This is an optimization exercise on Yosys and OpenROAD, whose aim is small area, a short achievable clock period and few clock cycles per item, not a production implementation.
Where RTL was checked, it was by simulation tests only, not by an equivalence proof against the original.
The flow treats the clock pin as an ideal source, which a real chip does not have.
No activity file was given, so power comes from the tool's default toggle rates.

Setup of run a:
// sleipnir_fr
module sleipnir_fr (
    input  wire         clk,
    input  wire         rst,           
    input  wire         in_valid,
    input  wire [7:0]   in_data,
    output wire         in_ready,
    output reg          ev_valid,
    output reg  [2:0]   ev_code,
    output reg  [4:0]   ev_skip,
    output reg  [4:0]   ev_len,
    output wire [199:0] ev_payload
);
==> flow/config.mk <==
export PLATFORM = sky130hd
export DESIGN_NAME = sleipnir_fr
export DESIGN_NICKNAME = sleipnir_fr
export VERILOG_FILES = /design/flow/design.v
export SDC_FILE = /design/flow/constraint.sdc
export NUM_CORES = 4
export LEC_CHECK = 0
export CAP_MARGIN = 20
export CORE_MARGIN = 2
export CORE_UTILIZATION = 70
export CTS_BUF_LIST = sky130_fd_sc_hd__clkbuf_16
export CTS_CLUSTER_DIAMETER = 100
export CTS_CLUSTER_SIZE = 25
export PLACE_DENSITY = 0.85
export SETUP_SLACK_MARGIN = 1.5
export SLEW_MARGIN = 20
==> flow/constraint.sdc <==
create_clock -name core_clock -period 20.0 [get_ports {clk}]
set_input_delay 4.0000 -clock core_clock [delete_from_list [all_inputs] [get_ports {clk}]]
set_output_delay 4.0000 -clock core_clock [all_outputs]
set_load 0.01 [all_outputs]
standard.sh (not shown) runs the stock make flow with config.mk's settings and CLKGATE_MAP_FILE= SYNTH_SCRIPT=/design/flow/synth_recipe.tcl, a recipe that flattens the netlist after the stock synthesis.
==> flow/flow/run.sh <==
#!/bin/bash
# The standard layout (standard.sh) with two changes to how it is made:
#  - port buffers are buf_1 cells instead of the default delay-cell buffers
#    (clkdlybuf4s50_1), which are larger and slower;
#  - after clock tree synthesis, the resizer sizes up (no buffering) the
#    cells of the slowest paths (size.tcl), then the standard flow goes on.
# The SDC, the clock tree and every other step are the standard flow's.
set -euo pipefail
export BUFFER_PORTS_ARGS="-buffer_cell sky130_fd_sc_hd__buf_1"
bash standard.sh cts > standard_cts.log 2>&1
openroad -no_init -exit flow/size.tcl > size.log 2>&1
bash standard.sh > standard_finish.log 2>&1
==> flow/flow/size.tcl <==
# Size up the cells on the slowest paths after CTS (sizing and pin swaps
# only: no buffers, no cloning), then legalize and save the CTS result.
set res orfs/results/sky130hd/sleipnir_fr/base
set plat $::env(FLOW_HOME)/platforms/sky130hd
read_db $res/4_cts.odb
read_liberty $plat/lib/sky130_fd_sc_hd__tt_025C_1v80.lib
read_sdc $res/4_cts.sdc
source $plat/setRC.tcl
set_dont_use {sky130_fd_sc_hd__probe_p_8 sky130_fd_sc_hd__probec_p_8 sky130_fd_sc_hd__lpflow_*}
set_propagated_clock [all_clocks]
estimate_parasitics -placement
report_worst_slack -max
repair_timing -setup -setup_margin 14.55 -sequence "sizeup,swap" -skip_last_gasp -verbose
detailed_placement
check_placement
estimate_parasitics -placement
report_worst_slack -max
write_db $res/4_cts.odb
In summary, run a completed successfully, with a layout that passed the timing, DRC and antenna checks.
Testbench counts of run a, summed over its fixed seeds: cycles 34,799, bytes 32,206.
Input-level comparison between run b and run a:
- CORE_UTILIZATION changed from 70 to 60
- PLACE_DENSITY changed from 0.85 to 0.75
==> flow/flow/run.sh <==
#!/bin/bash
# The standard layout (standard.sh), with port buffers of buf_1 cells
# instead of the default delay-cell buffers (clkdlybuf4s50_1), which are
# larger and slower.  Every other step, and the SDC, are the standard flow's.
set -euo pipefail
export BUFFER_PORTS_ARGS="-buffer_cell sky130_fd_sc_hd__buf_1"
bash standard.sh > standard.log 2>&1
removed: flow/flow/size.tcl
Notes after the runs:
- Run b gives less global-route usage than run a did.
- Run a → run b: filler cell count up 47%, hold slack moved up.
- Run b ended up with a lower via count than run a did.
- Run a and run b ended up with roughly the same power after layout.
- Taking run a as the reference, in run b final HPWL from detailed placement fell 1.5%; minimum period implied by the final worst setup slack rose 0.059 ns.
- A first element of the critical path of mk_n[16] is what run a shows, while mk_n[11] belongs to run b.

---

The RTL this note starts from:
==> flow/design.v <==
module sleipnir_fr (
    input  wire         clk,
    input  wire         rst,           
    input  wire         in_valid,
    input  wire [7:0]   in_data,
    output wire         in_ready,
    output reg          ev_valid,
    output reg  [2:0]   ev_code,
    output reg  [4:0]   ev_skip,
    output reg  [4:0]   ev_len,
    output wire [199:0] ev_payload
);
    reg [255:0] pbuf_n;
    wire [255:0] pbuf = ~pbuf_n;
    reg [24:0] mk_n;     
    reg [7:0] inq;       
    reg       inq_v;
    reg       rdy;       
    reg       hold;      
    reg [5:0] n;         
    reg [5:0] w;         
    reg [7:0] xr;        
    reg       last_a0;   
    reg       last_0d;   
    reg       pend;      
    reg       rpl;       
    reg [4:0] rp;        
    assign in_ready = rdy;
    integer k;
    wire accept = in_valid & ~hold;
    wire [7:0] rbyte = pbuf[{rp, 3'b000} +: 8];
    wire       full_dead = (n == 6'd32) && (w == 6'd32);
    wire       proc  = rpl | (inq_v & ~full_dead);
    wire       start = ~rpl & inq_v & full_dead;
    wire [7:0] c     = rpl ? rbyte : inq;
    wire s_empty = (w == 6'd0);
    wire evict   = (n == 6'd32);           
    wire [5:0] n_inc = evict ? n : n + 6'd1;
    wire is_a1 = (c == 8'hA1);
    wire is_0a = (c == 8'h0A);
    wire new_pre = s_empty & last_a0 & (n != 6'd0) & is_a1;
    wire [7:0] lhi = pbuf[8*2 +: 8];
    wire [7:0] llo = pbuf[8*3 +: 8];
    wire [8:0] need = {1'b0, llo} + 9'd6;
    wire trl = ~s_empty & last_0d & is_0a & (lhi == 8'd0) & ({3'b000, w} >= need);
    wire [7:0] x  = xr ^ 8'h0D;
    wire [4:0] m  = w[4:0] - 5'd6;
    wire [7:0] p0 = pbuf[8*4 +: 8];
    reg  [2:0] code;
    always @* begin
        if (x != 8'd0)          code = 3'd0;
        else if (m == 5'd0)     code = 3'd1;
        else if (p0 == 8'h83)   code = 3'd2;
        else if (p0 == 8'h84)   code = 3'd3;
        else                    code = 3'd4;
    end
    reg [5:0] n_nx, w_nx;
    reg       rpl_nx, inq_v_nx;
    always @* begin
        n_nx = n;
        w_nx = w;
        rpl_nx = rpl;
        if (start) begin
            n_nx = 6'd1;         
            w_nx = 6'd0;
            rpl_nx = 1'b1;
        end else if (proc) begin
            if (s_empty) begin
                n_nx = n_inc;
                if (new_pre) w_nx = 6'd2;
            end else if (trl) begin
                n_nx = 6'd0;
                w_nx = 6'd0;
            end else begin
                n_nx = n_inc;
                w_nx = w + 6'd1;
            end
            if (rpl && rp == 5'd31) rpl_nx = 1'b0;
        end
        inq_v_nx = (inq_v & ~(proc & ~rpl)) | accept;
    end
    always @(posedge clk) begin
        if (rst) begin
            inq_v    <= 1'b0;
            rdy      <= 1'b1;
            hold     <= 1'b0;
            n        <= 6'd0;
            w        <= 6'd0;
            last_a0  <= 1'b0;
            pend     <= 1'b0;
            rpl      <= 1'b0;
            ev_valid <= 1'b0;
        end else begin
            n     <= n_nx;
            w     <= w_nx;
            rpl   <= rpl_nx;
            inq_v <= inq_v_nx;
            rdy   <= ~(rpl_nx | (inq_v_nx & (n_nx == 6'd32) & (w_nx == 6'd32)));
            hold  <=   rpl_nx | (inq_v_nx & (n_nx == 6'd32) & (w_nx == 6'd32));
            ev_valid <= 1'b0;
            if (start) begin
                last_a0 <= 1'b0;
                rp      <= 5'd2;
            end else if (proc) begin
                rp <= rp + 5'd1;
                if (pend) begin
                    ev_valid <= 1'b1;
                    pend     <= 1'b0;
                end
                if (s_empty) begin
                    last_a0 <= (c == 8'hA0);
                    xr      <= 8'd0;
                    last_0d <= 1'b0;
                end else if (trl) begin
                    last_a0 <= 1'b0;
                    ev_code <= code;
                    ev_skip <= n_inc[4:0] - w[4:0] - 5'd1;
                    ev_len  <= m;
                    if (n >= 6'd7) ev_valid <= 1'b1;
                    else           pend     <= 1'b1;
                end else begin
                    last_0d <= (c == 8'h0D);
                    xr      <= (w < 6'd4) ? 8'd0 : (xr ^ c);
                end
            end
        end
        if (~hold) inq <= in_data;
    end
    always @(posedge clk) begin
        for (k = 0; k < 25; k = k + 1)
            mk_n[k] <= ~(proc & ~start & ~s_empty & trl & (n >= 6'd7) & (k < m));
    end
    genvar j;
    generate
        for (j = 2; j < 32; j = j + 1) begin : g_buf
            always @(posedge clk)
                if (proc && w == j)
                    pbuf_n[8*j +: 8] <= ~c;
        end
    endgenerate
    always @(posedge clk) pbuf_n[15:0] <= 16'hFFFF;
    generate
        for (j = 0; j < 25; j = j + 1) begin : g_pay
            assign ev_payload[8*j +: 8] = ~(pbuf_n[8*(j+4) +: 8] | {8{mk_n[j]}});
        end
    endgenerate
endmodule
==> flow/config.mk <==
export PLATFORM = sky130hd
export DESIGN_NAME = sleipnir_fr
export DESIGN_NICKNAME = sleipnir_fr
export VERILOG_FILES = /design/flow/design.v
export SDC_FILE = /design/flow/constraint.sdc
export NUM_CORES = 4
export LEC_CHECK = 0
export CAP_MARGIN = 20
export CORE_MARGIN = 2
export CORE_UTILIZATION = 45
export CTS_BUF_LIST = sky130_fd_sc_hd__clkbuf_8 sky130_fd_sc_hd__clkbuf_4
export CTS_CLUSTER_SIZE = 30
export PLACE_DENSITY = 0.6
export SETUP_SLACK_MARGIN = 1.5
export SLEW_MARGIN = 20
==> flow/constraint.sdc <==
create_clock -name core_clock -period 20.0 [get_ports {clk}]
set_input_delay 4.0000 -clock core_clock [delete_from_list [all_inputs] [get_ports {clk}]]
set_output_delay 4.0000 -clock core_clock [all_outputs]
set_load 0.01 [all_outputs]
==> flow/flow/run.sh <==
#!/bin/bash
set -euo pipefail
export BUFFER_PORTS_ARGS="-buffer_cell sky130_fd_sc_hd__buf_2"
sed 's/SETUP_SLACK_MARGIN=[^ ]*/SETUP_SLACK_MARGIN=15.3/' standard.sh > flow_std.sh
bash flow_std.sh > standard.log 2>&1
The baseline passed the timing, DRC and antenna checks.
Next try:
==> flow/flow/run.sh (replaced) <==
#!/bin/bash
set -euo pipefail
export BUFFER_PORTS_ARGS="-buffer_cell sky130_fd_sc_hd__buf_2"
sed 's/SETUP_SLACK_MARGIN=[^ ]*/SETUP_SLACK_MARGIN=14.8/' standard.sh > flow_std.sh
bash flow_std.sh > standard.log 2>&1
Effect: Flip-flop and latch count stays the same. Final cell count went down by 0.59%. Wire length rose by 2.2%. Maximum frequency falls by 0.70%. Global-route usage increases by 0.54 points. Clock-buffer cell count drops by 6. Utilization went down by 0.38 points. Critical path depth does not change. Die area does not change. Area after synthesis is unchanged.
Function was not checked in any run of this note: the RTL went through the layout flow alone.

separate check: timing with driven ports:
The results above use ideal ports. As a check the final layouts listed here were re-extracted and re-timed, cells and wires unchanged.
Step 1 assumes that a clkbuf_16 drives the clock port and a buf_2 every other input.
Step 2, shift: input delay + t, output delay - t, t = (earliest + latest rising clock arrival at the registers) / 2. This alone moves slack from input paths to output paths.
Three values: ideal ports, drivers, drivers and shift; two values: the first two.
run | t (ns) | setup slack, ns | hold slack, ns | cell pins on the clock port's net
run a | 0.547 | 14.507 / 14.458 / 14.552 | 0.512 / 0.512 / 0.512 | 1
run b | 0.540 | 14.447 / 14.403 / 14.573 | 0.532 / 0.532 / 0.532 | 1
the first run of note 2 | 0.605 | 14.712 / 14.668 / 14.758 | 0.491 / 0.491 / 0.491 | 1
the second run of note 2 | 0.613 | 14.674 / 14.628 / 14.634 | 0.482 / 0.482 / 0.482 | 1
After both steps every run listed still meets setup and hold. The setup slack of the second run of note 2, which loses most, moves by -0.046 ns with the drivers and by -0.040 ns with both steps.
